This is an optimization exercise on Yosys and OpenROAD, whose aim is small area, a short achievable clock period and few clock cycles per item, not a production implementation.
The RTL was checked by simulation tests, not by an equivalence proof against the original design.
No activity file was given, so power comes from the tool's default toggle rates.

File: flow/design.v
module ct_meas (
    input  wire        clk,
    input  wire        rst,         
    input  wire        start,       
    input  wire        mode,        
    input  wire [1:0]  chan,        
    input  wire [15:0] raw,         
    output reg         ready,
    output reg         done,
    output reg         accept,
    output reg  [1:0]  chan_next,
    output wire [34:0] ohms,
    output wire [15:0] vmv,
    output wire [27:0] digits,      
    output reg         alert
);
    localparam [1:0] F_IDLE  = 2'd0,
                     F_NODIV = 2'd1,
                     F_DIV   = 2'd2;
    localparam [26:0] VDIV = 27'd48904255;     
    reg [1:0]  state;
    reg [15:0] s;
    reg [1:0]  ch;
    reg        md;
    reg        slo, shi;       
    reg [26:0] rem;            
    reg [5:0]  cnt;            
    reg        step1, step2;   
    reg        xb;             
    reg        qd;             
    reg [34:0] q;
    reg [27:0] bcd;
    reg        fin;            
    reg        b_md, b_neg, b_acc, b_al;
    reg [1:0]  b_ch, b_cn;
    reg        vneg;           
    reg [6:0]  dfix;           
    wire neg  = s[15];
    wire b_vpos = b_md && !b_neg;    
    wire last = (cnt == 6'd1);
    assign ohms   = q;
    assign vmv    = q[15:0] ^ {16{vneg}};
    genvar g;
    generate
        for (g = 0; g < 7; g = g + 1) begin : dout
            assign digits[4*g +: 4] = dfix[g] ? bcd[4*g +: 4] - 4'd6 : bcd[4*g +: 4];
        end
    endgenerate
    wire take = start && ready;
    wire signed [15:0] sraw = raw;
    wire in_lo  = (sraw <= 16'sd8000);
    wire in_hi  = (sraw >= 16'sd24000);
    wire in_pos = !raw[15] && (raw != 16'd0);
    wire in_acc = (!in_lo && !in_hi) || (chan == 2'd3 && in_lo) ||
                  (chan == 2'd0 && in_hi);
    wire in_nodiv = !mode && (!in_acc || !in_pos);
    wire [1:0] lsel = raw[14] ? 2'd3 : (raw[13] || chan != 2'd3) ? 2'd2 :
                      raw[12] ? 2'd1 : 2'd0;
    reg [15:0] r_init;
    reg [5:0]  k_init;
    reg        x_init;
    always @(*) begin
        case ({chan, lsel})
            {2'd0, 2'd3}: begin r_init = 16'd15776; k_init = 6'd12; x_init = 1'b0; end
            {2'd0, 2'd2}: begin r_init = 16'd7888; k_init = 6'd13; x_init = 1'b0; end
            {2'd1, 2'd3}: begin r_init = 16'd9750; k_init = 6'd16; x_init = 1'b0; end
            {2'd1, 2'd2}: begin r_init = 16'd4875; k_init = 6'd17; x_init = 1'b0; end
            {2'd2, 2'd3}: begin r_init = 16'd12500; k_init = 6'd19; x_init = 1'b0; end
            {2'd2, 2'd2}: begin r_init = 16'd6250; k_init = 6'd20; x_init = 1'b0; end
            {2'd3, 2'd3}: begin r_init = 16'd10437; k_init = 6'd22; x_init = 1'b1; end
            {2'd3, 2'd2}: begin r_init = 16'd5218; k_init = 6'd23; x_init = 1'b1; end
            {2'd3, 2'd1}: begin r_init = 16'd2609; k_init = 6'd24; x_init = 1'b0; end
            {2'd3, 2'd0}: begin r_init = 16'd0; k_init = 6'd36; x_init = 1'b1; end
            default: begin r_init = 16'bx; k_init = 6'bx; x_init = 1'bx; end
        endcase
    end
    wire [26:0] rem_init = mode ? {1'b0, {raw, 10'd746} ^ {26{raw[15]}}} : {11'd0, r_init};
    wire [5:0]  cnt_init = mode ? (raw[15] ? 6'd16 : 6'd15) : k_init;
    wire        xb_init  = mode ? raw[15] : x_init;
    wire       acc_i = md || (!slo && !shi) || (ch == 2'd3 && slo) ||
                       (ch == 2'd0 && shi);
    wire [1:0] cn_i  = (md || acc_i) ? ch : slo ? ch + 2'd1 : ch - 2'd1;
    reg [19:0] kc;
    always @(*) begin
        case (ch)
            2'd0:    kc = 20'd986;
            2'd1:    kc = 20'd9750;
            2'd2:    kc = 20'd100000;
            default: kc = 20'd668000;
        endcase
    end
    wire [3:0]  vidx  = cnt[3:0] - (neg ? 4'd3 : 4'd2);
    wire [14:0] vtail = neg ? 15'd25600 : 15'd8192;
    wire [5:0]  kidx  = cnt - 6'd18;
    wire        xb_nx = ready ? xb_init :
                        md ? (cnt >= (neg ? 6'd3 : 6'd2) && vtail[vidx])
                           : (cnt >= 6'd18 && kc[kidx[4:0]]);
    wire        sgn   = rem[26];
    wire [26:0] t     = {rem[25:0], xb};
    wire [26:0] dvs   = md ? VDIV : {11'd0, s};
    wire [27:0] ad_w  = {t, 1'b1} + {dvs ^ {27{!sgn}}, !sgn};    
    wire [26:0] rem_n = ad_w[27:1];
    wire        qb    = !rem_n[26];
    reg [27:0] bcd_adj;
    reg [3:0]  dd;
    integer i;
    always @(*) begin
        for (i = 0; i < 7; i = i + 1) begin
            dd = bcd[4*i +: 4];
            bcd_adj[4*i+3] = dd[3] | (dd[2] & dd[1]) | (dd[2] & dd[0]);
            bcd_adj[4*i+2] = (dd[3] & dd[0]) | (dd[2] & !dd[1] & !dd[0]);
            bcd_adj[4*i+1] = (dd[3] & !dd[0]) | (!dd[2] & dd[1]) | (dd[1] & dd[0]);
            bcd_adj[4*i+0] = (dd[3] & !dd[0]) | (!dd[3] & !dd[2] & dd[0]) |
                             (dd[2] & dd[1] & !dd[0]);
        end
    end
    reg [19:0] kneg;
    always @(*) begin
        case ({b_md, b_ch})
            3'd0:    kneg = 20'd1047590;  
            3'd1:    kneg = 20'd1038826;  
            3'd2:    kneg = 20'd948576;   
            3'd3:    kneg = 20'd380576;   
            default: kneg = 20'd0;
        endcase
    end
    wire [21:0] lo_w  = {1'b0, q[19:0], 1'b1} + {1'b0, kneg, !b_md && qd};
    wire [20:0] lo_s  = lo_w[21:1];
    wire [14:0] hi_m1 = q[34:20] - 15'd1;
    wire [34:0] q_cor = {(!b_md && !lo_s[20]) ? hi_m1 : q[34:20], lo_s[19:0]};
    reg [27:0] kb6;
    always @(*) begin
        case ({b_md, b_ch})
            3'd0:    kb6 = 28'hFFFF67A;    
            3'd1:    kb6 = 28'hFFF68B6;    
            3'd2:    kb6 = 28'hFF66666;    
            3'd3:    kb6 = 28'hF998666;    
            default: kb6 = 28'h6666666;
        endcase
    end
    wire [29:0] bc_w  = {1'b0, bcd, 1'b1} + {1'b0, kb6, b_md ? b_neg : qd};
    wire [27:0] xs    = bc_w[28:1];
    wire [6:0]  dcy;
    generate
        for (g = 0; g < 6; g = g + 1) begin : dcarry
            assign dcy[g] = xs[4*g+4] ^ bcd[4*g+4] ^ kb6[4*g+4];
        end
    endgenerate
    assign dcy[6] = bc_w[29];
    always @(posedge clk) begin
        if (ready) begin
            s   <= raw;
            ch  <= chan;
            md  <= mode;
            slo <= in_lo;
            shi <= in_hi;
        end
        rem   <= ready ? rem_init : rem_n;
        cnt   <= ready ? cnt_init : cnt - 6'd1;
        xb    <= xb_nx;
        qd    <= qb;
        step1 <= take && !in_nodiv;
        step2 <= step1;
        if (state != F_IDLE && (step1 || state == F_NODIV)) begin
            b_md  <= md;
            b_neg <= neg;
            b_ch  <= ch;
            b_acc <= acc_i;
            b_cn  <= cn_i;
            b_al  <= !md && ch == 2'd0 && !neg && s >= 16'd30295;
        end
        dfix      <= b_vpos ? 7'd0 : ~dcy;
        accept    <= b_acc;
        chan_next <= b_cn;
        vneg      <= b_md && b_neg;
        alert     <= b_al;
        if (fin && !b_vpos) begin
            q   <= q_cor;
            bcd <= xs;
        end else if (step2) begin
            q   <= {34'd0, qd};
            bcd <= {27'd0, qd};
        end else begin
            q   <= {q[33:0], qd};
            bcd <= {bcd_adj[26:0], qd};
        end
        if (rst) begin
            state <= F_IDLE;
            fin   <= 1'b0;
            done  <= 1'b0;
            ready <= 1'b1;
        end else begin
            ready <= take ? in_nodiv : (state != F_DIV || cnt <= 6'd2);
            done <= fin;
            fin  <= (state == F_NODIV) || (state == F_DIV && last);
            if (take)
                state <= in_nodiv ? F_NODIV : F_DIV;
            else if (state != F_DIV || last)
                state <= F_IDLE;
        end
    end
endmodule
File: flow/flow/run.sh
#!/bin/bash
# Own flow: the standard layout (standard synthesis unchanged), with
# - port buffers of a plain buffer cell (every port still gets one).
set -euo pipefail
MARGIN=$(cat flow/margin.txt)
PORTBUF=$(cat flow/portbuf.txt)
bash standard.sh SETUP_SLACK_MARGIN="$MARGIN" "BUFFER_PORTS_ARGS=-buffer_cell $PORTBUF" finish > flow_standard.log 2>&1
File: flow/flow/margin.txt
6.25
File: flow/flow/portbuf.txt
sky130_fd_sc_hd__buf_2
File: flow/standard.sh
#!/bin/bash
# synth_recipe.tcl (not shown) runs the flow's synth.tcl, then flattens the netlist and writes it again
# the make line also repeats each setting of config.mk as NAME=value (left out here)
make -C /OpenROAD-flow-scripts/flow DESIGN_CONFIG=/design/flow/config.mk WORK_HOME=/design/flow/orfs CLKGATE_MAP_FILE= SYNTH_SCRIPT=/design/flow/synth_recipe.tcl "${@:-finish}"
File: flow/config.mk
export PLATFORM = sky130hd
export DESIGN_NAME = ct_meas
export DESIGN_NICKNAME = ct_meas
export VERILOG_FILES = /design/flow/design.v
export SDC_FILE = /design/flow/constraint.sdc
export NUM_CORES = 4
export LEC_CHECK = 0
export CAP_MARGIN = 20
export CORE_MARGIN = 2
export CORE_UTILIZATION = 70
export CTS_BUF_LIST = sky130_fd_sc_hd__clkbuf_4 sky130_fd_sc_hd__clkbuf_8
export PLACE_DENSITY = 0.85
export SETUP_SLACK_MARGIN = 5
export SLEW_MARGIN = 20
File: flow/constraint.sdc
create_clock -name core_clock -period 10.0 [get_ports {clk}]
set_input_delay 2.0000 -clock core_clock [delete_from_list [all_inputs] [get_ports {clk}]]
set_output_delay 2.0000 -clock core_clock [all_outputs]
set_load 0.01 [all_outputs]
==> impl_metrics.toml, run 1 <==
[drt]
highest-signal-layer = "met4"
drt_iter0_markers = 789
routedWlPerCell_um = 18.01
vias_per_cell = 6.329
met3WireLength_mm = 1.884
vias = 10323
totalWireLength_mm = 29.37
drc_errors = 0
met2_length_mm = 14.67
postRouteAntennaNets = 0
first_pass_iters = 7
wl_met1_mm = 12.15

[timing]
slew_viol_final = 0
setup-violations-final = 0
worst_pin_slew_ns = 0.8714
min_period_over_period_pct = 36.72
setup_tns_ns = 0
slew_headroom_pct = 41.91
fmax_mhz = 272.4
rsz0062_at_grt = "false"
layout_min_cycle_time_ns = 3.672
hold_viol_final = 0
fin_skew_ns = 0.01364

[synthesis]
synth_top_family_by_area = "compound AO/OA/AOI/OAI gates"
netlist_area_um2 = 11270
synth_edf_count = 44
synth_compound_area_share_pct = 22.44
synth-simple-area-share_pct = 15.11
synth_top_cell_area_share_pct = 18.11
muxShareOfSynthArea_pct = 2.198
syn_nets = 1458
synth_flop_cell = "dfxtp_1"
ys_ff_latch = 146
ys_warn_count = 1
synthCells = 1313
async_flop_share_pct = 0
synth_xor_area_share_pct = 10.92
synth_fa_ha_area_share_pct = 14.21
ys_top_cells_by_area = "dfxtp_1 (18%), ha_1 (14%), edfxtp_1 (12%)"
synth.avg_cell_area_um2 = 8.586
synth_area_leader_cell = "dfxtp_1"
seq_area_frac_synth_pct = 29.83
ys_types = 80

[critical_path]
end_kind = "output pin"
worstPathCellList = "ha_1 > inv_1 > ha_1 > a21oi_1 > buf_2"
cp_slowest_stage_delay_ns = 0.40
crit_family = "adder cells"
startpoint_type = "register"
cp.arrival_ns = 1.67
path_class = "reg2out"
crit_buf_inv = 2
cpMostUsedCell = "ha_1"
crit_fanout = 7
cp_slowest_cell = "dfxtp_4"
worstPathRequired_ns = 8.00

[cells_and_area]
stdcell_area_um2 = 12630
fill_cells = 1090
nets = 1547
area_growth_pct = 12.02
drive_gt1_share_pct = 16.40
diodes = 0

[placement]
place_area_um2 = 11880
hpwlAfterDp_mm = 20.41
portBuffers = 106
gp_congestion = 0.9583

[power]
vdd_drop_max_v = 0.0001352
cellLeakagePower_nw = 5.616
pwr_density_cell_nw_per_um2 = 235.3

[floorplan]
dieArea_um2 = 17140
coreArea_um2 = 15830
fp.dieW_um = 130.9
die_h_um = 130.9
start_util_pct = 71.23
num_io_pins = 107
rows = 46

[clock_tree]
clockBufferDepth = 2
cts_tree = "built"
htreeDepth = 4
cts_inserted_buffers = 17
clk_pin_slew_worst_paths_ns = 0.09
worst_skew_pair.late_latency_ns = 0.47
clock_sinks = 146
root_buffer = "clkbuf_8"
hold_buffers = 0

[global_routing]
grt.overflow.total = 0
antenna_found_initial = 0
grt_pass1_wl_mm = 45.54
grt_pass1_vias = 9466
gr-usage-all-layers_pct = 33.37
grt_max_degree = 79

[status]
status = "complete, no violations"

[worst_hold_path]
hp-class = "reg2reg"

[run]
drv_cap = 0
metrics by stage:
stage                     hold WS (ns)  instances  util (%)  setup slack [ns]  power, mW
after floorplan                 0.3233       1313         -             6.272      2.046
after global placement          0.3292       1578     75.03             5.825      2.369
after detailed placement        0.3299       1578     75.03             5.666      2.416
after CTS                       0.3486       1617     78.28             6.251      2.912
after global routing            0.3577       1631     79.79             6.198      3.177
final                           0.3485       1631     79.79             6.328      2.971
what timing repair did:
item / 4_1_cts / 5_1_grt
setup buffers: 6 / 14
pin swaps: 2 / 10
setup endpoints to repair: 64 / 40
gates resized for setup: 25 / 35
gates cloned: 1 / 0
cell usage in the layout, fill, tap and decap left out, types with 7 or more instances in the layout:
master,instances
a21o_1,29
clkbuf_8,19
nor3b_1,11
mux2i_1,18
dfxtp_2,9
o21a_1,14
nor2b_1,16
nand2b_1,11
nand3_1,12
nand2_1,84
buf_2,103
nor2_1,98
or3_1,17
buf_4,27
a21boi_0,14
ha_1,120
o211ai_1,10
edfxtp_1,44
o22ai_1,32
xor2_1,59
inv_1,75
xnor2_1,79
dfxtp_1,87
a31oi_1,19
o21ai_0,77
a211oi_1,22
o31ai_1,9
nand3b_1,17
nor3_1,26
a21oi_1,86
and3_1,12
o21bai_1,7
cells by family after synthesis:
| group | count (synthesis) |
|---|---|
| and+or+nand+nor | 341 |
| adders and majority gates | 129 |
| DFF | 146 |
| xor gates and xnor gates | 139 |
| buffers and inverters | 148 |
| muxes | 22 |
| AOI/OAI and AO/OA | 388 |
synthesized netlist by cell type, types with 7 or more instances:
cell / n
a211oi_1: 22
a21boi_0: 15
a21o_1: 29
a21oi_1: 88
a31oi_1: 20
and3_1: 12
buf_1: 8
buf_4: 8
clkbuf_1: 44
dfxtp_1: 102
edfxtp_1: 44
ha_1: 123
inv_1: 80
mux2i_1: 18
nand2_1: 85
nand2b_1: 12
nand3_1: 12
nand3b_1: 17
nor2_1: 101
nor2b_1: 17
nor3_1: 27
nor3b_1: 11
o211ai_1: 10
o21a_1: 14
o21ai_0: 81
o21bai_1: 7
o22ai_1: 32
o31ai_1: 11
or3_1: 17
xnor2_1: 79
xor2_1: 59
metal layers:
layer / up-vias / global-route usage (%)
met1: 4907 / 41.10
met3: 53 / 5.049
met4: 0 / 12.77
met5: - / 0
met2: 449 / 59.01
li1: 4914 / -
state kept, by name (all words and copies together), names as in the netlist, 2 cells and up:
| name | count |
|---|---|
| bcd | 28 |
| b_cn | 2 |
| dfix | 7 |
| b_ch | 2 |
| cnt | 6 |
| chan_next | 2 |
| state | 2 |
| ch | 2 |
| s | 16 |
| rem | 27 |
| q | 35 |
power by group:
part,switching (mW),internal [mW]
logic,0.864,0.698
clock network,0.244,0.238
registers,0.183,0.744
area by class of cell:
class                      count  area (µm²)  area share (%)
inverter                      84       334.1           2.645
clock inverter                12       133.9           1.060
multi-input combinational   1019        7460           59.07
sequential                   146        3397           26.90
clock buffer                  20       269.0           2.130
timing repair buffer         134       764.5           6.054
tap                          216       270.3           2.140
path summary, 6_finish.rpt:
check,startpoint,endpoint,slack [ns],depth (start not counted)
setup / recovery,bcd[18]$_DFF_P_,digits[19],6.33,5
hold reg to reg,b_cn[0]$_DFFE_PP_,chan_next[0]$_DFF_P_,0.35,0
setup reg to reg,md$_DFFE_PP_,rem[19]$_DFF_P_,6.35,12
hold / removal,b_cn[0]$_DFFE_PP_,chan_next[0]$_DFF_P_,0.35,0
Testbench counts, summed over its fixed seeds: cycles 29,389, items 2,048.
==> run 2: changes to the inputs <==
--- a/flow/config.mk
+++ b/flow/config.mk
@@ -8,7 +8,7 @@
 export CAP_MARGIN = 20
 export CORE_MARGIN = 2
-export CORE_UTILIZATION = 70
+export CORE_UTILIZATION = 60
 export CTS_BUF_LIST = sky130_fd_sc_hd__clkbuf_4 sky130_fd_sc_hd__clkbuf_8
-export PLACE_DENSITY = 0.85
+export PLACE_DENSITY = 0.75
 export SETUP_SLACK_MARGIN = 5
 export SLEW_MARGIN = 20
==> impl_metrics.toml, run 2 <==
[clock_tree]
cts_tree = "built"
clock_sinks = 146
hold_buffers = 0
clockBufferDepth = 2
worst_skew_pair.late_latency_ns = 0.47
root_buffer = "clkbuf_8"
cts_inserted_buffers = 17
htreeDepth = 4
clk_pin_slew_worst_paths_ns = 0.08

[global_routing]
grt_pass1_vias = 9331
antenna_found_initial = 0
grt.overflow.total = 0
grt_max_degree = 79
gr-usage-all-layers_pct = 28.39
grt_pass1_wl_mm = 46.02

[cells_and_area]
largest_reg_flops = 35
top_regs = "q x35, bcd x28, rem x27"
drive_gt1_share_pct = 15.20
final_cell_mix = "ha_1 (122), buf_2 (104), nor2_1 (100)"
stdcell_area_um2 = 12530
diodes = 0
regMostFlops = "q"
final_common_cell = "ha_1"
nets = 1540
area_growth_pct = 11.13

[power]
internal_power_mw = 1.699
power_frac_comb_pct = 51.8
vdd_drop_max_v = 0.0001212
sw_frac_of_total_pct = 42.69
pwr_density_cell_nw_per_um2 = 236.6
clock_power_share_pct = 16.9
pwr-share-seq_pct = 31.3
p_switching_mw = 1.265
cellLeakagePower_nw = 5.557

[synthesis]
netlist_area_um2 = 11270
ys_top_cells_by_area = "dfxtp_1 (18%), ha_1 (14%), edfxtp_1 (12%)"
synth_area_leader_cell = "dfxtp_1"
seq_area_frac_synth_pct = 29.83
synthCells = 1313
ys_ff_latch = 146
synth_top_cell_area_share_pct = 18.11
synth.most_common_cell = "ha_1"
synth_flop_cell = "dfxtp_1"
syn_nets = 1458
synth_edf_count = 44
synth.avg_cell_area_um2 = 8.586
ys_types = 80
synthTopCellsByCount = "ha_1 (123), dfxtp_1 (102), nor2_1 (101), a21oi_1 (88), nand2_1 (85)"
ys_warn_count = 1
async_flop_share_pct = 0

[floorplan]
dieArea_um2 = 19900
die_h_um = 141.1
coreArea_um2 = 18580
fp.dieW_um = 141.1
num_io_pins = 107
start_util_pct = 60.67
rows = 50

[drt]
drc_errors = 0
postRouteAntennaNets = 0
first_pass_iters = 5
vias = 9960
vias_per_cell = 6.066
drt_iter0_markers = 585
routedWlPerCell_um = 17.30
totalWireLength_mm = 28.40

[timing]
setup-violations-final = 0
worst_pin_slew_ns = 0.8922
setup_tns_ns = 0
min_period_over_period_pct = 36.65
rsz0062_at_grt = "true"
holdWs_ns = 0.3514
fin_ws_ns = 6.335
fmax_mhz = 272.9
hold_viol_final = 0
fin_skew_ns = 0.009280
layout_min_cycle_time_ns = 3.665
slew_viol_final = 0
slew_headroom_pct = 40.52

[worst_hold_path]
holdPathStages = 0
hp-class = "reg2reg"

[critical_path]
worstRegToRegCells = 13
startpoint_type = "register"
worstPathRequired_ns = 8.00
crit_fanout = 6
end_kind = "output pin"
path_class = "reg2out"
cp.arrival_ns = 1.66

[placement]
pre_cts_ws_ns = 5.692
place_area_um2 = 11900
hpwlAfterDp_mm = 20.53
gp_congestion = 0.9433
portBuffers = 106

[status]
status = "complete, no violations"

[run]
drv_cap = 0
==> run 2: cell counts after synthesis <==
No cell type changed its count.
==> run 2: critical path: stages, from the launching register on <==
cell,delay (ns)
dfxtp_2,0.40
ha_1,0.18
inv_1,0.05
ha_1,0.27
a21oi_1,0.15
buf_2,0.15
==> run 2: cells by family after synthesis <==
logic type | after synthesis | synth area share, %
buf+inv | 148 | 5.294
simple gates | 341 | 15.11
xor+xnor | 139 | 10.92
flops | 146 | 29.83
fa+ha+maj | 129 | 14.21
mux | 22 | 2.197
compound gates | 388 | 22.44
==> run 2: path summary, 6_finish.rpt <==
check / start / end / slack [ns]
min: b_al$_DFFE_PP_ / alert$_DFF_P_ / 0.35
min reg2reg: b_al$_DFFE_PP_ / alert$_DFF_P_ / 0.35
max: bcd[17]$_DFF_P_ / digits[19] / 6.34
max reg2reg: b_md$_DFFE_PP_ / q[30]$_DFFE_PP_ / 6.39
==> run 2: what timing repair did <==
item,CTS,global route
buffers inserted,6,7
pin swaps,2,2
setup endpoints to repair,61,27
gates resized for setup,26,18
gates cloned,1,0
==> run 2: through the flow <==
| step | cells | total power, mW | util (%) |
|---|---|---|---|
| global placement | 1596 | 2.386 | 64.03 |
| detailed placement | 1596 | 2.416 | 64.03 |
| global route | 1642 | 3.191 | 67.43 |
| floorplan | 1313 | 2.046 | - |
| CTS | 1635 | 2.933 | 66.88 |
| finish | 1642 | 2.964 | 67.43 |
==> run 2: metal layers <==
layer / global-route usage, % / part of all wire (%) / vias up
met5: 0 / 0 / -
met4: 10.79 / 2.7 / 0
met1: 36.38 / 44 / 4704
li1: - / - / 4903
met3: 4.144 / 4.7 / 54
met2: 48.52 / 49 / 299
==> run 2: area by class of cell <==
class / count / area, µm²
multi-input cells: 1019 / 7385
repair buffers: 127 / 709.4
clock buffers: 20 / 262.8
clock inverters: 12 / 156.4
well taps: 234 / 292.8
inverters: 84 / 330.3
fillers: 1573 / 6052
flip-flops and latches: 146 / 3392
==> run 2: power by group through the flow <==
stage,Clock [mW],Sequential [mW],Combinational [mW]
finish,0.501,0.927,1.54
detailed placement,0,0.934,1.48
global route,0.534,0.944,1.71
CTS,0.508,0.923,1.50
floorplan,0,0.855,1.19
global placement,0,0.929,1.46
==> run 3: changes to the inputs <==
--- a/flow/design.v
+++ b/flow/design.v
@@ -37,5 +37,4 @@
     reg [6:0]  dfix;           
     wire neg  = s[15];
-    wire b_vpos = b_md && !b_neg;    
     wire last = (cnt == 6'd1);
     assign ohms   = q;
@@ -62,19 +61,19 @@
     always @(*) begin
         case ({chan, lsel})
-            {2'd0, 2'd3}: begin r_init = 16'd15776; k_init = 6'd12; x_init = 1'b0; end
-            {2'd0, 2'd2}: begin r_init = 16'd7888; k_init = 6'd13; x_init = 1'b0; end
-            {2'd1, 2'd3}: begin r_init = 16'd9750; k_init = 6'd16; x_init = 1'b0; end
-            {2'd1, 2'd2}: begin r_init = 16'd4875; k_init = 6'd17; x_init = 1'b0; end
-            {2'd2, 2'd3}: begin r_init = 16'd12500; k_init = 6'd19; x_init = 1'b0; end
-            {2'd2, 2'd2}: begin r_init = 16'd6250; k_init = 6'd20; x_init = 1'b0; end
-            {2'd3, 2'd3}: begin r_init = 16'd10437; k_init = 6'd22; x_init = 1'b1; end
-            {2'd3, 2'd2}: begin r_init = 16'd5218; k_init = 6'd23; x_init = 1'b1; end
-            {2'd3, 2'd1}: begin r_init = 16'd2609; k_init = 6'd24; x_init = 1'b0; end
-            {2'd3, 2'd0}: begin r_init = 16'd0; k_init = 6'd36; x_init = 1'b1; end
+            {2'd0, 2'd3}: begin r_init = 16'd31552 | {11'd0, raw[15:11]}; k_init = 6'd11; x_init = raw[10]; end
+            {2'd0, 2'd2}: begin r_init = 16'd15776 | {12'd0, raw[15:12]}; k_init = 6'd12; x_init = raw[11]; end
+            {2'd1, 2'd3}: begin r_init = 16'd19500 | {15'd0, raw[15:15]}; k_init = 6'd15; x_init = raw[14]; end
+            {2'd1, 2'd2}: begin r_init = 16'd9750; k_init = 6'd16; x_init = raw[15]; end
+            {2'd2, 2'd3}: begin r_init = 16'd25000; k_init = 6'd18; x_init = 1'b0; end
+            {2'd2, 2'd2}: begin r_init = 16'd12500; k_init = 6'd19; x_init = 1'b0; end
+            {2'd3, 2'd3}: begin r_init = 16'd20875; k_init = 6'd21; x_init = 1'b0; end
+            {2'd3, 2'd2}: begin r_init = 16'd10437; k_init = 6'd22; x_init = 1'b1; end
+            {2'd3, 2'd1}: begin r_init = 16'd5218; k_init = 6'd23; x_init = 1'b1; end
+            {2'd3, 2'd0}: begin r_init = 16'd1; k_init = 6'd35; x_init = 1'b0; end
             default: begin r_init = 16'bx; k_init = 6'bx; x_init = 1'bx; end
         endcase
     end
     wire [26:0] rem_init = mode ? {1'b0, {raw, 10'd746} ^ {26{raw[15]}}} : {11'd0, r_init};
-    wire [5:0]  cnt_init = mode ? (raw[15] ? 6'd16 : 6'd15) : k_init;
+    wire [5:0]  cnt_init = mode ? 6'd15 : k_init;
     wire        xb_init  = mode ? raw[15] : x_init;
     wire       acc_i = md || (!slo && !shi) || (ch == 2'd3 && slo) ||
@@ -90,16 +89,18 @@
         endcase
     end
-    wire [3:0]  vidx  = cnt[3:0] - (neg ? 4'd3 : 4'd2);
+    wire [3:0]  vidx  = cnt[3:0] - 4'd2;
     wire [14:0] vtail = neg ? 15'd25600 : 15'd8192;
     wire [5:0]  kidx  = cnt - 6'd18;
     wire        xb_nx = ready ? xb_init :
-                        md ? (cnt >= (neg ? 6'd3 : 6'd2) && vtail[vidx])
-                           : (cnt >= 6'd18 && kc[kidx[4:0]]);
+                        cnt < 6'd2 ? 1'b0 :
+                        md ? vtail[vidx] :
+                        cnt >= 6'd18 ? kc[kidx[4:0]] : s[vidx];
     wire        sgn   = rem[26];
     wire [26:0] t     = {rem[25:0], xb};
-    wire [26:0] dvs   = md ? VDIV : {11'd0, s};
+    wire [26:0] dvs   = md ? VDIV : {10'd0, s, 1'b0};
     wire [27:0] ad_w  = {t, 1'b1} + {dvs ^ {27{!sgn}}, !sgn};    
     wire [26:0] rem_n = ad_w[27:1];
     wire        qb    = !rem_n[26];
+    wire [27:0] bcd_sh = {bcd[26:0], qd};
     reg [27:0] bcd_adj;
     reg [3:0]  dd;
@@ -107,5 +108,5 @@
     always @(*) begin
         for (i = 0; i < 7; i = i + 1) begin
-            dd = bcd[4*i +: 4];
+            dd = bcd_sh[4*i +: 4];
             bcd_adj[4*i+3] = dd[3] | (dd[2] & dd[1]) | (dd[2] & dd[0]);
             bcd_adj[4*i+2] = (dd[3] & dd[0]) | (dd[2] & !dd[1] & !dd[0]);
@@ -125,8 +126,8 @@
         endcase
     end
-    wire [21:0] lo_w  = {1'b0, q[19:0], 1'b1} + {1'b0, kneg, !b_md && qd};
-    wire [20:0] lo_s  = lo_w[21:1];
-    wire [14:0] hi_m1 = q[34:20] - 15'd1;
-    wire [34:0] q_cor = {(!b_md && !lo_s[20]) ? hi_m1 : q[34:20], lo_s[19:0]};
+    wire [34:0] q_sh  = {q[33:0], qd};
+    wire [20:0] lo_s  = {1'b0, q_sh[19:0]} + {1'b0, kneg};
+    wire [14:0] hi_m1 = q_sh[34:20] - 15'd1;
+    wire [34:0] q_cor = {(!b_md && !lo_s[20]) ? hi_m1 : q_sh[34:20], lo_s[19:0]};
     reg [27:0] kb6;
     always @(*) begin
@@ -139,10 +140,10 @@
         endcase
     end
-    wire [29:0] bc_w  = {1'b0, bcd, 1'b1} + {1'b0, kb6, b_md ? b_neg : qd};
+    wire [29:0] bc_w  = {1'b0, bcd_sh, 1'b1} + {1'b0, kb6, b_md && b_neg};
     wire [27:0] xs    = bc_w[28:1];
     wire [6:0]  dcy;
     generate
         for (g = 0; g < 6; g = g + 1) begin : dcarry
-            assign dcy[g] = xs[4*g+4] ^ bcd[4*g+4] ^ kb6[4*g+4];
+            assign dcy[g] = xs[4*g+4] ^ bcd_sh[4*g+4] ^ kb6[4*g+4];
         end
     endgenerate
@@ -170,10 +171,10 @@
             b_al  <= !md && ch == 2'd0 && !neg && s >= 16'd30295;
         end
-        dfix      <= b_vpos ? 7'd0 : ~dcy;
+        dfix      <= ~dcy;
         accept    <= b_acc;
         chan_next <= b_cn;
         vneg      <= b_md && b_neg;
         alert     <= b_al;
-        if (fin && !b_vpos) begin
+        if (fin) begin
             q   <= q_cor;
             bcd <= xs;
@@ -183,5 +184,5 @@
         end else begin
             q   <= {q[33:0], qd};
-            bcd <= {bcd_adj[26:0], qd};
+            bcd <= bcd_adj;
         end
         if (rst) begin
==> flow/flow/margin.txt (replaced) <==
6.5
==> impl_metrics.toml, run 3 <==
[status]
status = "complete, no violations"

[synthesis]
ys_warn_count = 1
seq_area_frac_synth_pct = 29.87
synthCells = 1319
netlist_area_um2 = 10760
synth_area_leader_cell = "dfxtp_1"
syn_nets = 1433
ys_types = 84
synth_top_cell_area_share_pct = 21.78
ys_ff_latch = 146
synthTopCellsByCount = "o21ai_0 (141), nand2_1 (132), dfxtp_1 (117), nor2_1 (101), ha_1 (92)"
synth_flop_cell = "dfxtp_1"
ys_top_cells_by_area = "dfxtp_1 (22%), ha_1 (11%), edfxtp_1 (8.1%)"
synth_edf_count = 29
synth.most_common_cell = "o21ai_0"
synth.avg_cell_area_um2 = 8.155
async_flop_share_pct = 0

[clock_tree]
htreeDepth = 4
root_buffer = "clkbuf_8"
cts_inserted_buffers = 17
hold_buffers = 0
clockBufferDepth = 2
worst_skew_pair.late_latency_ns = 0.46
cts_tree = "built"
clock_sinks = 146
clk_pin_slew_worst_paths_ns = 0.08

[cells_and_area]
nets = 1552
area_growth_pct = 17.66
fill_cells = 1352
regMostFlops = "q"
final_common_cell = "o21ai_0"
fin_util_pct = 72.67
drive_gt1_share_pct = 21.85
largest_reg_flops = 35
top_regs = "q x35, bcd x28, rem x27"
diodes = 0
final_cell_mix = "o21ai_0 (130), nand2_1 (127), buf_2 (102)"
regArea_um2 = 3274
multi_input_area_um2 = 7428

[placement]
gp_congestion = 0.9059
portBuffers = 106
hpwlAfterDp_mm = 19.60
pre_cts_ws_ns = 5.372

[global_routing]
grt_max_degree = 79
use_met2_pct = 50.28
antenna_found_initial = 0
grt_pass1_wl_mm = 44.30
grt_use_met1_pct = 37.12
grt.overflow.total = 0
use_met3_pct = 5.080
busiest_layer = "met2"
gr-usage-all-layers_pct = 29.21
grt_pass1_vias = 9123

[power]
p_switching_mw = 1.429
power_frac_comb_pct = 56.2
clock_power_share_pct = 14.8
cellLeakagePower_nw = 5.413
internal_power_mw = 1.830
vdd_drop_max_v = 0.0001835
pwr_density_cell_nw_per_um2 = 257.5
sw_frac_of_total_pct = 43.86
pwr-share-seq_pct = 29.0

[timing]
fin_ws_ns = 6.368
fin_skew_ns = 0.01067
hold_viol_final = 0
slew_headroom_pct = 46.94
setup-violations-final = 0
holdWs_ns = 0.3560
fmax_mhz = 275.3
worst_pin_slew_ns = 0.7959
slew_viol_final = 0
min_period_over_period_pct = 36.32
rsz0062_at_grt = "true"
layout_min_cycle_time_ns = 3.632
setup_tns_ns = 0

[floorplan]
rows = 48
fp.dieW_um = 137.9
die_h_um = 137.9
dieArea_um2 = 19020
coreArea_um2 = 17420
num_io_pins = 107
start_util_pct = 61.76

[critical_path]
startpoint_type = "input pin"
regToRegSetupSlack_ns = 6.57
cp.arrival_ns = 3.98
worstRegToRegCells = 13
startpoint = "raw[2]"
timing.rr.end = "rem[16]$_DFF_P_"
crit_buf_inv = 3
worst-path-stages = 11
cp_slowest_cell = "or4_4"
crit_family = "simple AND/OR/NAND/NOR gates"
crit_fanout = 2
worstPathCellList = "buf_8 > or4_4 > nor3_4 > nor3b_4 > o221a_2 > buf_6 > nand2_2 > o211ai_1 > a31oi_2 > buf_4 > nor3b_2"
worstPathRequired_ns = 10.35
end_kind = "register"
path_class = "in2reg"
crit_end = "state[0]$_SDFFE_PP0P_"
cp_slowest_stage_delay_ns = 0.54
regToRegStartpoint = "md$_DFFE_PP_"

[drt]
drt_iter0_markers = 886
postRouteAntennaNets = 0
routedWlPerCell_um = 16.91
totalWireLength_mm = 28.35
first_pass_iters = 5
vias_per_cell = 6.057
vias = 10152
drc_errors = 0

[run]
drv_cap = 0

[worst_hold_path]
hp-class = "reg2reg"
-- run 3: cell types whose count changed in the layout (fill, tap and decap cells not counted), moves of 20 or more --
cell,change
o21ai_0,+53
ha_1,-39
buf_4,+43
inv_1,-42
nand2_1,+43
nand3_1,+20
-- run 3: worst min-delay path by stage --
| stage | start | endpoint | slack [ns] | depth (start not counted) |
|---|---|---|---|---|
| 2_1_floorplan | b_acc$_DFFE_PP_ | accept$_DFF_P_ | 0.32 | 0 |
| 3_3_place_gp | b_acc$_DFFE_PP_ | accept$_DFF_P_ | 0.32 | 0 |
| 3_5_place_dp | b_cn[0]$_DFFE_PP_ | chan_next[0]$_DFF_P_ | 0.34 | 0 |
| 4_1_cts | b_cn[0]$_DFFE_PP_ | chan_next[0]$_DFF_P_ | 0.36 | 0 |
| 5_1_grt | b_cn[0]$_DFFE_PP_ | chan_next[0]$_DFF_P_ | 0.37 | 0 |
| 6_report | b_al$_DFFE_PP_ | alert$_DFF_P_ | 0.36 | 0 |
-- run 3: area by class of cell --
cell class	count	share of cell area, %
clock inverters	15	1.285
clock buffers	17	1.849
well taps	225	2.224
flip-flops and latches	146	25.87
inverters	53	1.799
repair buffers	170	8.275
multi-input cells	1050	58.69
-- run 3: what timing repair did --
action | in CTS | in global routing
pin swaps | 15 | 14
cloned | 0 | 0
buffers inserted | 37 | 22
endpoints found under the setup margin | 80 | 41
resized for setup | 51 | 82
-- run 3: layer usage --
metal / share of wire, % / up-vias
li1: - / 4981
met1: 43 / 4692
met2: 49 / 415
met3: 5.7 / 64
met4: 2.4 / 0
met5: 0 / -
-- run 3: logic make-up after synthesis --
logic type	Yosys count	share of synthesized area, %
flops	146	29.87
compound gates	403	23.15
mux	15	2.105
fa+ha+maj	94	10.89
xor+xnor	141	11.48
buf+inv	123	4.885
simple gates	397	17.62
-- run 3: power groups by stage --
stage | registers [mW] | clock network (mW) | logic, mW
4_1_cts | 0.927 | 0.486 | 1.67
3_5_place_dp | 0.935 | 0 | 1.61
2_1_floorplan | 0.854 | 0 | 1.30
5_1_grt | 0.968 | 0.513 | 2.05
3_3_place_gp | 0.934 | 0 | 1.58
6_report | 0.947 | 0.482 | 1.83
-- run 3: worst reg2reg max path, cell delays in order (launching register included) --
cell and delay (ns):
edfxtp_1 0.50, buf_4 0.21, nor2b_1 0.14, xnor2_1 0.15, ha_1 0.29, a211o_1 0.33, or3b_2 0.47, o211ai_1 0.20
buf_4 0.16, nor2_1 0.07, or3_1 0.32, a21oi_1 0.18, xor2_1 0.19, o22ai_1 0.10
-- run 3: per-stage QoR --
stage          area (µm²)  std cells  power, mW
2_1_floorplan       10830       1319      2.151
3_3_place_gp        11350       1585      2.517
3_5_place_dp        11350       1585      2.544
4_1_cts             12180       1654      3.084
5_1_grt             12660       1676      3.526
6_report            12660       1676      3.259
Testbench counts of run 3, summed over its fixed seeds: cycles 28,021, items 2,048.
==> run 4: changes to the inputs <==
==> flow/flow/margin.txt (replaced) <==
6.25
==> impl_metrics.toml, run 4 <==
[status]
status = "complete, no violations"

[synthesis]
synth_flop_cell = "dfxtp_1"
synth_area_leader_cell = "dfxtp_1"
synthTopCellsByCount = "o21ai_0 (141), nand2_1 (132), dfxtp_1 (117), nor2_1 (101), ha_1 (92)"
ys_ff_latch = 146
ys_top_cells_by_area = "dfxtp_1 (22%), ha_1 (11%), edfxtp_1 (8.1%)"
synth_edf_count = 29
synthCells = 1319
async_flop_share_pct = 0
synth_top_cell_area_share_pct = 21.78
ys_types = 84
seq_area_frac_synth_pct = 29.87
synth.most_common_cell = "o21ai_0"
netlist_area_um2 = 10760
syn_nets = 1433
synth.avg_cell_area_um2 = 8.155
ys_warn_count = 1

[clock_tree]
clk_pin_slew_worst_paths_ns = 0.09
hold_buffers = 0
clock_sinks = 146
cts_inserted_buffers = 17
clockBufferDepth = 2
root_buffer = "clkbuf_8"
worst_skew_pair.late_latency_ns = 0.47
htreeDepth = 4
cts_tree = "built"

[timing]
setup-violations-final = 0
layout_min_cycle_time_ns = 3.661
hold_viol_final = 0
rsz0062_at_grt = "true"
fin_skew_ns = 0.01230
slew_headroom_pct = 28.76
worst_pin_slew_ns = 1.069
fin_ws_ns = 6.339
fmax_mhz = 273.1
setup_tns_ns = 0
min_period_over_period_pct = 36.61
slew_viol_final = 0

[power]
vdd_drop_max_v = 0.0001734
cellLeakagePower_nw = 5.203
p_total_mw = 3.070
pwr_density_cell_nw_per_um2 = 253.1

[floorplan]
start_util_pct = 61.76
die_h_um = 137.9
dieArea_um2 = 19020
fp.dieW_um = 137.9
num_io_pins = 107
rows = 48
coreArea_um2 = 17420

[placement]
gp_congestion = 0.8790
hpwlAfterDp_mm = 19.55
pre_cts_ws_ns = 5.310
portBuffers = 106

[cells_and_area]
final_cell_mix = "o21ai_0 (139), nand2_1 (129), dfxtp_1 (112)"
fin_util_pct = 69.63
largest_reg_flops = 35
fill_cells = 1515
regArea_um2 = 3222
regMostFlops = "q"
top_regs = "q x35, bcd x28, rem x27"
area_growth_pct = 12.75
multi_input_area_um2 = 7161
nets = 1527
diodes = 0
final_common_cell = "o21ai_0"
drive_gt1_share_pct = 16.69

[drt]
vias_per_cell = 6.002
postRouteAntennaNets = 0
totalWireLength_mm = 27.30
routedWlPerCell_um = 16.54
drc_errors = 0
drt_iter0_markers = 657
first_pass_iters = 6
vias = 9909

[critical_path]
cp.arrival_ns = 4.03
cp_slowest_cell = "or4_4"
startpoint = "raw[3]"
timing.rr.end = "q[33]$_DFF_P_"
regToRegSetupSlack_ns = 6.37
path_class = "in2reg"
cp_slowest_stage_delay_ns = 0.55
startpoint_type = "input pin"
end_kind = "register"
crit_fanout = 3
worstPathRequired_ns = 10.36
worstPathCellList = "buf_2 > or4_4 > nor3_4 > nor3b_2 > o221a_2 > o211ai_1 > a31oi_2 > nor3_1 > or2_2"
crit_end = "state[1]$_SDFFE_PP0P_"
regToRegStartpoint = "b_md$_DFFE_PP_"
worstRegToRegCells = 13

[global_routing]
grt.overflow.total = 0
gr-usage-all-layers_pct = 28.46
grt_max_degree = 79
antenna_found_initial = 0
grt_pass1_vias = 8897
grt_pass1_wl_mm = 43.10

[worst_hold_path]
hp-class = "reg2reg"

[run]
drv_cap = 0
==> run 4: cell counts after synthesis <==
No cell type changed its count.
==> run 4: what timing repair did <==
item / CTS / global route
pin swaps: 6 / 13
gates resized for setup: 17 / 27
buffers inserted: 15 / 20
endpoints found under the setup margin: 35 / 16
gates cloned: 0 / 0
==> run 4: where the power goes <==
part | switching (mW) | leakage (nW) | internal [mW]
clock network | 0.249 | 0.196 | 0.231
registers | 0.189 | 1.26 | 0.739
logic | 0.921 | 3.75 | 0.741
==> run 4: worst min path at each step <==
stage,to,slack [ns],cells past startpoint,startpoint
after global routing,chan_next[1]$_DFF_P_,0.36,0,b_cn[1]$_DFFE_PP_
after CTS,accept$_DFF_P_,0.35,0,b_acc$_DFFE_PP_
after detailed placement,accept$_DFF_P_,0.33,0,b_acc$_DFFE_PP_
final,accept$_DFF_P_,0.35,0,b_acc$_DFFE_PP_
after global placement,accept$_DFF_P_,0.33,0,b_acc$_DFFE_PP_
after floorplan,accept$_DFF_P_,0.32,0,b_acc$_DFFE_PP_
==> run 4: per-layer routing <==
| metal | part of all wire [%] | up-vias | track usage, % |
|---|---|---|---|
| li1 | - | 4927 | - |
| met1 | 44 | 4630 | 36.64 |
| met2 | 49 | 307 | 48.60 |
| met3 | 4.8 | 45 | 4.240 |
| met4 | 2.4 | 0 | 10.15 |
| met5 | 0 | - | 0 |
==> run 4: area by class of cell <==
type	count	share of cell area [%]
tap	225	2.321
multi-input combinational	1050	59.04
clock buffer	18	2.043
inverter	53	1.774
timing repair buffer	145	6.984
sequential	146	26.57
clock inverter	14	1.269
==> run 4: cells by family (layout without fill, tap and decap cells) <==
group | after synthesis | in the layout | synth area share, %
muxes | 15 | 15 | 2.105
buffers and inverters | 123 | 230 | 4.885
xor gates and xnor gates | 141 | 141 | 11.48
adders and majority gates | 94 | 94 | 10.89
and+or+nand+nor | 397 | 397 | 17.62
AOI/OAI and AO/OA | 403 | 403 | 23.15
DFF | 146 | 146 | 29.87
==> run 4: critical path: cells and delay by family <==
family                 cells  cell delay [ns]
AO/OA/AOI/OAI              3             0.57
AND/OR/NAND/NOR            5             1.35
buffers and inverters      1             0.12
==> run 4: per-stage QoR <==
step / hold WS (ns) / instance area, µm² / instances
final: 0.3481 / 12130 / 1651
after CTS: 0.3498 / 11870 / 1631
after detailed placement: 0.3278 / 11290 / 1584
after global routing: 0.3637 / 12130 / 1651
after floorplan: 0.3233 / 10770 / 1319
after global placement: 0.3251 / 11290 / 1584
==> run 5: changes to the inputs <==
==> flow/flow/portbuf.txt (replaced) <==
sky130_fd_sc_hd__buf_1
==> impl_metrics.toml, run 5 <==
[synthesis]
ys_warn_count = 1
synth.most_common_cell = "o21ai_0"
synth_top_cell_area_share_pct = 21.78
syn_nets = 1433
seq_area_frac_synth_pct = 29.87
synthCells = 1319
netlist_area_um2 = 10760
synth.avg_cell_area_um2 = 8.155
synth_edf_count = 29
synth_area_leader_cell = "dfxtp_1"
async_flop_share_pct = 0
ys_top_cells_by_area = "dfxtp_1 (22%), ha_1 (11%), edfxtp_1 (8.1%)"
synth_flop_cell = "dfxtp_1"
ys_types = 84
ys_ff_latch = 146
synthTopCellsByCount = "o21ai_0 (141), nand2_1 (132), dfxtp_1 (117), nor2_1 (101), ha_1 (92)"

[timing]
rsz0062_at_grt = "true"
slew_headroom_pct = 26.82
setup-violations-final = 0
fin_skew_ns = 0.01301
min_period_over_period_pct = 36.94
holdWs_ns = 0.3439
setup_tns_ns = 0
slew_viol_final = 0
worst_pin_slew_ns = 1.098
fmax_mhz = 270.7
hold_viol_final = 0
layout_min_cycle_time_ns = 3.694

[floorplan]
die_h_um = 137.9
start_util_pct = 61.76
fp.dieW_um = 137.9
coreArea_um2 = 17420
dieArea_um2 = 19020
rows = 48
num_io_pins = 107

[power]
vdd_drop_max_v = 0.0001674
pwr_density_cell_nw_per_um2 = 258.6
cellLeakagePower_nw = 4.835

[critical_path]
worstPathRequired_ns = 10.36
startpoint = "raw[2]"
crit_end = "state[1]$_SDFFE_PP0P_"
path_class = "in2reg"
worstRegToRegCells = 13
cp.arrival_ns = 4.05
cp_slowest_cell = "or4_1"
startpoint_type = "input pin"
regToRegStartpoint = "b_md$_DFFE_PP_"
cp_slowest_stage_delay_ns = 0.52
end_kind = "register"
regToRegSetupSlack_ns = 6.39
worstPathCellList = "buf_1 > or4_1 > nor3_2 > nor3b_2 > o221a_2 > o211ai_1 > a31oi_2 > nor3_1 > or2_2"
timing.rr.end = "q[33]$_DFF_P_"
crit_fanout = 3

[clock_tree]
clockBufferDepth = 2
root_buffer = "clkbuf_8"
cts_inserted_buffers = 17
clk_pin_slew_worst_paths_ns = 0.08
htreeDepth = 4
clock_sinks = 146
cts_tree = "built"
worst_skew_pair.late_latency_ns = 0.46

[placement]
gp_congestion = 0.8905
portBuffers = 106
hpwlAfterDp_mm = 19.30

[cells_and_area]
regArea_um2 = 3226
top_regs = "q x35, bcd x28, rem x27"
largest_reg_flops = 35
multi_input_area_um2 = 7129
final_cell_mix = "o21ai_0 (141), nand2_1 (129), dfxtp_1 (109)"
final_common_cell = "o21ai_0"
fill_cells = 1472
regMostFlops = "q"
diodes = 0
area_growth_pct = 10.98
nets = 1514
fin_util_pct = 68.54
drive_gt1_share_pct = 8.563

[global_routing]
antenna_found_initial = 0
grt_max_degree = 79
gr-usage-all-layers_pct = 28.68
grt_pass1_wl_mm = 43.43
grt.overflow.total = 0
grt_pass1_vias = 8869

[drt]
first_pass_iters = 5
totalWireLength_mm = 27.34
routedWlPerCell_um = 16.69
drt_iter0_markers = 824
vias_per_cell = 6.068
postRouteAntennaNets = 0
drc_errors = 0
vias = 9939

[worst_hold_path]
hp-class = "reg2reg"

[run]
drv_cap = 0

[status]
status = "complete, no violations"
[run 5: cell counts after synthesis]
Identical to the previous run, type by type.
[run 5: timing repair]
item,4_1_cts,5_1_grt
gates resized for setup,22,25
hold buffers,0,0
cloned,0,1
setup endpoints to repair,40,21
buffers inserted,13,5
pin swaps,6,9
[run 5: layout make-up]
| type | count | share of cell area (%) |
|---|---|---|
| clock buffer | 22 | 2.484 |
| clock inverter | 10 | 1.289 |
| inverter | 53 | 1.803 |
| multi-input combinational | 1050 | 59.72 |
| sequential | 146 | 27.02 |
| tap | 225 | 2.358 |
| timing repair buffer | 132 | 5.324 |
[run 5: metal layers]
layer  vias to the layer above  global-route usage, %  part of all wire [%]
met1                      4638                  37.02                    43
li1                       4904                      -                     -
met2                       346                  48.87                    49
met5                         -                      0                     0
met3                        51                  4.386                   5.4
met4                         0                  9.977                   2.4
[run 5: worst min-delay path by stage]
stage	to	slack [ns]	depth (start not counted)	start
6_report	alert$_DFF_P_	0.34	0	b_al$_DFFE_PP_
5_1_grt	alert$_DFF_P_	0.35	0	b_al$_DFFE_PP_
4_1_cts	alert$_DFF_P_	0.35	0	b_al$_DFFE_PP_
3_5_place_dp	alert$_DFF_P_	0.33	0	b_al$_DFFE_PP_
3_3_place_gp	accept$_DFF_P_	0.33	0	b_acc$_DFFE_PP_
2_1_floorplan	accept$_DFF_P_	0.32	0	b_acc$_DFFE_PP_
[run 5: kinds of logic (layout without fill, tap and decap cells)]
kind of cell               count (synthesis)  after routing  share of synthesized area, %
adders and majority gates                 94             94                         10.89
and+or+nand+nor                          397            397                         17.62
DFF                                      146            146                         29.87
AOI/OAI and AO/OA                        403            403                         23.15
buffers and inverters                    123            217                         4.885
muxes                                     15             15                         2.105
xor gates and xnor gates                 141            141                         11.48
[run 5: metrics by stage]
stage | setup WS (ns) | instances | instance area (µm²) | power, mW
floorplan | 6.169 | 1319 | 10770 | 2.147
global placement | 5.087 | 1587 | 11180 | 2.479
detailed placement | 4.919 | 1587 | 11180 | 2.507
CTS | 6.196 | 1632 | 11790 | 3.064
global route | 6.190 | 1638 | 11940 | 3.346
finish | 6.306 | 1638 | 11940 | 3.087
[run 5: report_power, final]
part	internal (mW)	switching, mW
clock	0.300	0.229
combinational	0.705	0.924
sequential	0.740	0.189
[run 5: critical path: cells and delay by family]
family	cells	cell delay (ns)
compound gates	3	0.60
buf+inv	1	0.11
simple gates	5	1.34
==> run 6: changes to the inputs <==
==> flow/flow/portbuf.txt (replaced) <==
sky130_fd_sc_hd__buf_2
--- a/flow/config.mk
+++ b/flow/config.mk
@@ -10,4 +10,5 @@
 export CORE_UTILIZATION = 60
 export CTS_BUF_LIST = sky130_fd_sc_hd__clkbuf_4 sky130_fd_sc_hd__clkbuf_8
+export CTS_CLUSTER_SIZE = 40
 export PLACE_DENSITY = 0.75
 export SETUP_SLACK_MARGIN = 5
==> impl_metrics.toml, run 6 <==
[floorplan]
rows = 48
dieArea_um2 = 19020
fp.dieW_um = 137.9
die_h_um = 137.9
coreArea_um2 = 17420
start_util_pct = 61.76
num_io_pins = 107

[cells_and_area]
largest_reg_flops = 35
fin_cells = 1651
fill_cells = 1515
final_cell_mix = "o21ai_0 (139), nand2_1 (129), dfxtp_1 (112)"
final_common_cell = "o21ai_0"
area_growth_pct = 12.75
drive_gt1_share_pct = 16.69
top_regs = "q x35, bcd x28, rem x27"
stdcell_area_um2 = 12130
diodes = 0
regMostFlops = "q"
nets = 1527

[global_routing]
gr-usage-all-layers_pct = 28.46
grt_use_met1_pct = 36.64
grt_pass1_wl_mm = 43.10
antenna_found_initial = 0
grt_pass1_vias = 8897
use_met2_pct = 48.60
busiest_layer = "met2"
grt_max_degree = 79
grt.overflow.total = 0
use_met3_pct = 4.240

[clock_tree]
root_buffer = "clkbuf_8"
clockBufferDepth = 2
clock_sinks = 146
cts_tree = "built"
cts_inserted_buffers = 17
worst_skew_pair.late_latency_ns = 0.47
htreeDepth = 4
clk_pin_slew_worst_paths_ns = 0.09

[synthesis]
synth_edf_count = 29
ys_ff_latch = 146
async_flop_share_pct = 0
netlist_area_um2 = 10760
seq_area_frac_synth_pct = 29.87
synth_flop_cell = "dfxtp_1"
synth.most_common_cell = "o21ai_0"
synth.avg_cell_area_um2 = 8.155
ys_warn_count = 1
synth_top_cell_area_share_pct = 21.78
ys_top_cells_by_area = "dfxtp_1 (22%), ha_1 (11%), edfxtp_1 (8.1%)"
ys_types = 84
syn_nets = 1433
synthTopCellsByCount = "o21ai_0 (141), nand2_1 (132), dfxtp_1 (117), nor2_1 (101), ha_1 (92)"
synthCells = 1319
synth_area_leader_cell = "dfxtp_1"

[power]
sw_frac_of_total_pct = 44.28
pwr-share-seq_pct = 30.2
p_switching_mw = 1.359
power_frac_comb_pct = 54.2
vdd_drop_max_v = 0.0001734
internal_power_mw = 1.711
clock_power_share_pct = 15.6
p_total_mw = 3.070
pwr_density_cell_nw_per_um2 = 253.1
cellLeakagePower_nw = 5.203

[drt]
routedWlPerCell_um = 16.54
drc_errors = 0
vias_per_cell = 6.002
vias = 9909
totalWireLength_mm = 27.30
first_pass_iters = 6
postRouteAntennaNets = 0
drt_iter0_markers = 657

[critical_path]
crit_family = "simple AND/OR/NAND/NOR gates"
crit_fanout = 3
timing.rr.end = "q[33]$_DFF_P_"
worstRegToRegCells = 13
regToRegSetupSlack_ns = 6.37
cp.arrival_ns = 4.03
cp_slowest_cell = "or4_4"
end_kind = "register"
startpoint = "raw[3]"
cp_slowest_stage_delay_ns = 0.55
startpoint_type = "input pin"
regToRegStartpoint = "b_md$_DFFE_PP_"
worstPathCellList = "buf_2 > or4_4 > nor3_4 > nor3b_2 > o221a_2 > o211ai_1 > a31oi_2 > nor3_1 > or2_2"
path_class = "in2reg"
crit_buf_inv = 1
worstPathRequired_ns = 10.36

[placement]
dp.cells = 1584
place_area_um2 = 11290
hpwlAfterDp_mm = 19.55
portBuffers = 106
gp_congestion = 0.8790

[run]
drv_cap = 0

[timing]
layout_min_cycle_time_ns = 3.661
fmax_mhz = 273.1
min_period_over_period_pct = 36.61
rsz0062_at_grt = "true"
worst_pin_slew_ns = 1.069
setup-violations-final = 0
hold_viol_final = 0
slew_viol_final = 0
setup_tns_ns = 0
fin_skew_ns = 0.01230
slew_headroom_pct = 28.76

[worst_hold_path]
holdPathStages = 0
holdCritStartpoint = "b_acc$_DFFE_PP_"
hp-class = "reg2reg"
min_to = "accept$_DFF_P_"

[status]
status = "complete, no violations"
[run 6: how the worst max path moves through the flow]
stage / endpoint / cells after the start
6_report: state[1]$_SDFFE_PP0P_ / 9
5_1_grt: rem[23]$_DFF_P_ / 12
4_1_cts: rem[23]$_DFF_P_ / 12
3_5_place_dp: state[1]$_SDFFE_PP0P_ / 12
3_3_place_gp: state[1]$_SDFFE_PP0P_ / 12
2_1_floorplan: state[1]$_SDFFE_PP0P_ / 8
[run 6: power groups by stage]
stage                     combinational [mW]  clock (mW)  sequential, mW
after floorplan                         1.29           0           0.853
after global placement                  1.58           0           0.932
after detailed placement                1.60           0           0.937
after CTS                               1.63       0.486           0.922
after global routing                    1.87       0.511           0.951
final                                   1.66       0.480           0.928
[run 6: area by class of cell]
class | count | area (µm²) | share of cell area [%]
repair buffers | 145 | 847.1 | 6.984
flip-flops and latches | 146 | 3222 | 26.57
multi-input cells | 1050 | 7161 | 59.04
clock buffers | 18 | 247.7 | 2.043
clock inverters | 14 | 153.9 | 1.269
inverters | 53 | 215.2 | 1.774
well taps | 225 | 281.5 | 2.321
[run 6: logic make-up after synthesis]
family	synth area share [%]
AO/OA/AOI/OAI	23.15
multiplexers	2.105
AND/OR/NAND/NOR	17.62
adder cells (fa/ha/maj)	10.89
flip-flops	29.87
buffers and inverters	4.885
XOR/XNOR	11.48
[run 6: repair_timing]
| action | 4_1_cts | 5_1_grt |
|---|---|---|
| gates resized for setup | 17 | 27 |
| buffers inserted | 15 | 20 |
| setup endpoints to repair | 35 | 16 |
| pin swaps | 6 | 13 |
| hold buffers | 0 | 0 |
[run 6: per-stage QoR]
step | setup slack [ns] | hold WS, ns | util, %
final | 6.339 | 0.3481 | 69.63
after global routing | 6.175 | 0.3637 | 69.63
after CTS | 6.251 | 0.3498 | 68.13
after detailed placement | 5.310 | 0.3278 | 64.81
after global placement | 5.451 | 0.3251 | 64.81
after floorplan | 6.169 | 0.3233 | -
[run 6: worst reg2reg max path: cells and delay by family, from the launching register on]
kind / cells / cell delay (ns)
fa+ha+maj: 1 / 0.22
simple gates: 5 / 1.38
flops: 1 / 0.51
mux: 1 / 0.20
compound gates: 5 / 1.14
buf+inv: 1 / 0.10
[run 6: metal layers]
layer / vias up / share of wire (%)
met5: - / 0
met4: 0 / 2.4
met3: 45 / 4.8
met2: 307 / 49
met1: 4630 / 44
li1: 4927 / -
==> run 7: changes to the inputs <==
--- a/flow/config.mk
+++ b/flow/config.mk
@@ -10,6 +10,5 @@
 export CORE_UTILIZATION = 60
 export CTS_BUF_LIST = sky130_fd_sc_hd__clkbuf_4 sky130_fd_sc_hd__clkbuf_8
-export CTS_CLUSTER_SIZE = 40
-export PLACE_DENSITY = 0.75
+export PLACE_DENSITY = 0.65
 export SETUP_SLACK_MARGIN = 5
 export SLEW_MARGIN = 20
==> impl_metrics.toml, run 7 <==
[drt]
drt_iter0_markers = 688
routedWlPerCell_um = 16.76
vias = 9858
first_pass_iters = 5
postRouteAntennaNets = 0
drc_errors = 0
totalWireLength_mm = 27.51
vias_per_cell = 6.007

[synthesis]
muxShareOfSynthArea_pct = 2.105
synth_xor_area_share_pct = 11.48
ys_ff_latch = 146
synth.avg_cell_area_um2 = 8.155
synth_flop_cell = "dfxtp_1"
synth_fa_ha_area_share_pct = 10.89
ys_types = 84
async_flop_share_pct = 0
synth-simple-area-share_pct = 17.62
synth_top_cell_area_share_pct = 21.78
netlist_area_um2 = 10760
syn_nets = 1433
seq_area_frac_synth_pct = 29.87
synth_area_leader_cell = "dfxtp_1"
synthCells = 1319
synth_top_family_by_area = "compound AO/OA/AOI/OAI gates"
synthTopCellsByCount = "o21ai_0 (141), nand2_1 (132), dfxtp_1 (117), nor2_1 (101), ha_1 (92)"
synth_compound_area_share_pct = 23.15
ys_warn_count = 1
ys_top_cells_by_area = "dfxtp_1 (22%), ha_1 (11%), edfxtp_1 (8.1%)"
synth.most_common_cell = "o21ai_0"
synth_edf_count = 29

[power]
cellLeakagePower_nw = 5.162
pwr_density_cell_nw_per_um2 = 255.2
sw_frac_of_total_pct = 45.04
vdd_drop_max_v = 0.0001738
p_switching_mw = 1.383
pwr-share-seq_pct = 30.2
clock_power_share_pct = 15.6
internal_power_mw = 1.688
power_frac_comb_pct = 54.2

[cells_and_area]
final_cell_mix = "o21ai_0 (140), nand2_1 (128), dfxtp_1 (110)"
nets = 1517
fill_cells = 1529
fin_util_pct = 69.12
largest_reg_flops = 35
regArea_um2 = 3224
final_common_cell = "o21ai_0"
multi_input_area_um2 = 7141
top_regs = "q x35, bcd x28, rem x27"
area_growth_pct = 11.91
drive_gt1_share_pct = 16.24
regMostFlops = "q"
diodes = 0
fin_cells = 1641

[clock_tree]
cts_inserted_buffers = 17
clock_sinks = 146
htreeDepth = 4
worst_skew_pair.late_latency_ns = 0.48
root_buffer = "clkbuf_8"
clockBufferDepth = 2
cts_tree = "built"
clk_pin_slew_worst_paths_ns = 0.09

[timing]
slew_viol_final = 0
slew_headroom_pct = 44.59
setup-violations-final = 0
worst_pin_slew_ns = 0.8311
hold_viol_final = 0
layout_min_cycle_time_ns = 3.643
min_period_over_period_pct = 36.43
setup_tns_ns = 0
fin_skew_ns = 0.01804
rsz0062_at_grt = "true"
fmax_mhz = 274.5

[worst_hold_path]
holdCritStartpoint = "b_al$_DFFE_PP_"
holdPathStages = 0
hp-class = "reg2reg"
min_to = "alert$_DFF_P_"

[critical_path]
regToRegStartpoint = "b_md$_DFFE_PP_"
end_kind = "register"
regToRegSetupSlack_ns = 6.36
path_class = "reg2reg"
cp_slowest_cell = "edfxtp_1"
timing.rr.end = "q[34]$_DFF_P_"
worstPathRequired_ns = 10.40
crit_fanout = 8
worstRegToRegCells = 13
startpoint_type = "register"
worstPathCellList = "inv_4 > nand2_2 > nor2_4 > ha_1 > a31oi_1 > o21ai_2 > a211o_1 > a211oi_2 > o2111ai_2 > or4_4 > or3_4 > nor4_4 > mux2i_1"
cp_slowest_stage_delay_ns = 0.48
cp.arrival_ns = 4.05

[global_routing]
antenna_found_initial = 0
grt_pass1_wl_mm = 43.68
gr-usage-all-layers_pct = 28.96
grt_pass1_vias = 8877
grt_max_degree = 79
grt.overflow.total = 0

[status]
status = "complete, no violations"

[floorplan]
coreArea_um2 = 17420
dieArea_um2 = 19020
die_h_um = 137.9
rows = 48
num_io_pins = 107
fp.dieW_um = 137.9
start_util_pct = 61.76

[run]
drv_cap = 0

[placement]
dp.cells = 1584
hpwlAfterDp_mm = 19.84
gp_congestion = 0.8886
portBuffers = 106
run 7: worst max-delay path by stage:
stage,cells after the start,start,end
floorplan,8,raw[3],state[1]$_SDFFE_PP0P_
global placement,12,raw[15],state[1]$_SDFFE_PP0P_
detailed placement,12,raw[15],state[1]$_SDFFE_PP0P_
CTS,14,b_md$_DFFE_PP_,q[30]$_DFF_P_
global route,13,b_md$_DFFE_PP_,q[34]$_DFF_P_
finish,13,b_md$_DFFE_PP_,q[34]$_DFF_P_
run 7: per-layer routing:
metal,GRT usage [%],part of all wire [%]
met5,0,0
met2,50.17,49
met1,37.35,44
met3,4.605,4.9
met4,8.220,2.0
run 7: what timing repair did:
| action | CTS | global route |
|---|---|---|
| pin swaps | 2 | 8 |
| buffers inserted | 11 | 14 |
| resized for setup | 15 | 28 |
| hold buffers | 0 | 0 |
| endpoints found under the setup margin | 35 | 22 |
| endpoints found under the hold margin | 0 | 0 |
run 7: cell families after synthesis:
kind of cell / count (synthesis)
simple gates: 397
fa+ha+maj: 94
mux: 15
flops: 146
compound gates: 403
xor+xnor: 141
buf+inv: 123
run 7: final cells by class:
cell class | count | share of cell area [%]
clock buffer | 17 | 1.944
tap | 225 | 2.339
sequential | 146 | 26.79
timing repair buffer | 135 | 6.486
inverter | 53 | 1.788
clock inverter | 15 | 1.341
multi-input combinational | 1050 | 59.32
run 7: power by group through the flow:
stage | clock, mW | combinational [mW] | sequential (mW)
after floorplan | 0 | 1.29 | 0.853
after global placement | 0 | 1.59 | 0.933
after detailed placement | 0 | 1.61 | 0.937
after CTS | 0.485 | 1.64 | 0.922
after global routing | 0.506 | 1.88 | 0.951
final | 0.480 | 1.66 | 0.927
run 7: stage by stage:
step           hold WS, ns  power, mW  setup slack (ns)  instance area (µm²)
2_1_floorplan       0.3233      2.147             6.169                10770
3_3_place_gp        0.3244      2.520             5.464                11290
3_5_place_dp        0.3303      2.544             5.311                11290
4_1_cts             0.3521      3.047             6.230                11810
5_1_grt             0.3612      3.332             6.222                12040
6_report            0.3494      3.071             6.357                12040
run 7: critical path, delay by kind of cell, from the launching register on:
kind,cells,cell delay [ns]
simple gates,5,1.39
compound gates,5,1.05
flops,1,0.48
fa+ha+maj,1,0.28
mux,1,0.20
buf+inv,1,0.16

## separate check: timing with driven ports
No port has a modelled driver above. Below, the same layouts with a new extraction and two added sets of constraints.
Step 1, drivers: a clkbuf_16 drives clk and a buf_2 each remaining input, both assumed.
Step 2 also shifts input and output timing later by t, the mid clock arrival at the registers, as if the neighbouring blocks saw the same clock.
Slacks: no drivers / after step 1 / after step 2; pairs: no drivers / after step 1.
| run | shift t [ns] | setup slack, ns | cell pins on the clock port's net |
|---|---|---|---|
| run 1 | 0.505 | 6.328 / 6.286 / 5.873 | 1 |
| run 2 | 0.512 | 6.335 / 6.291 / 5.879 | 1 |
| run 3 | 0.496 | 6.368 / 6.370 / 5.874 | 1 |
| run 4 | 0.503 | 6.339 / 6.299 / 5.859 | 1 |
| run 5 | 0.496 | 6.306 / 6.325 / 5.829 | 1 |
| run 6 | 0.503 | 6.339 / 6.299 / 5.859 | 1 |
| run 7 | 0.512 | 6.357 / 6.323 / 5.845 | 1 |
After both steps every run listed still meets setup and hold. The setup slack of run 7, which loses most, moves by -0.034 ns with the drivers and by -0.512 ns with both steps.
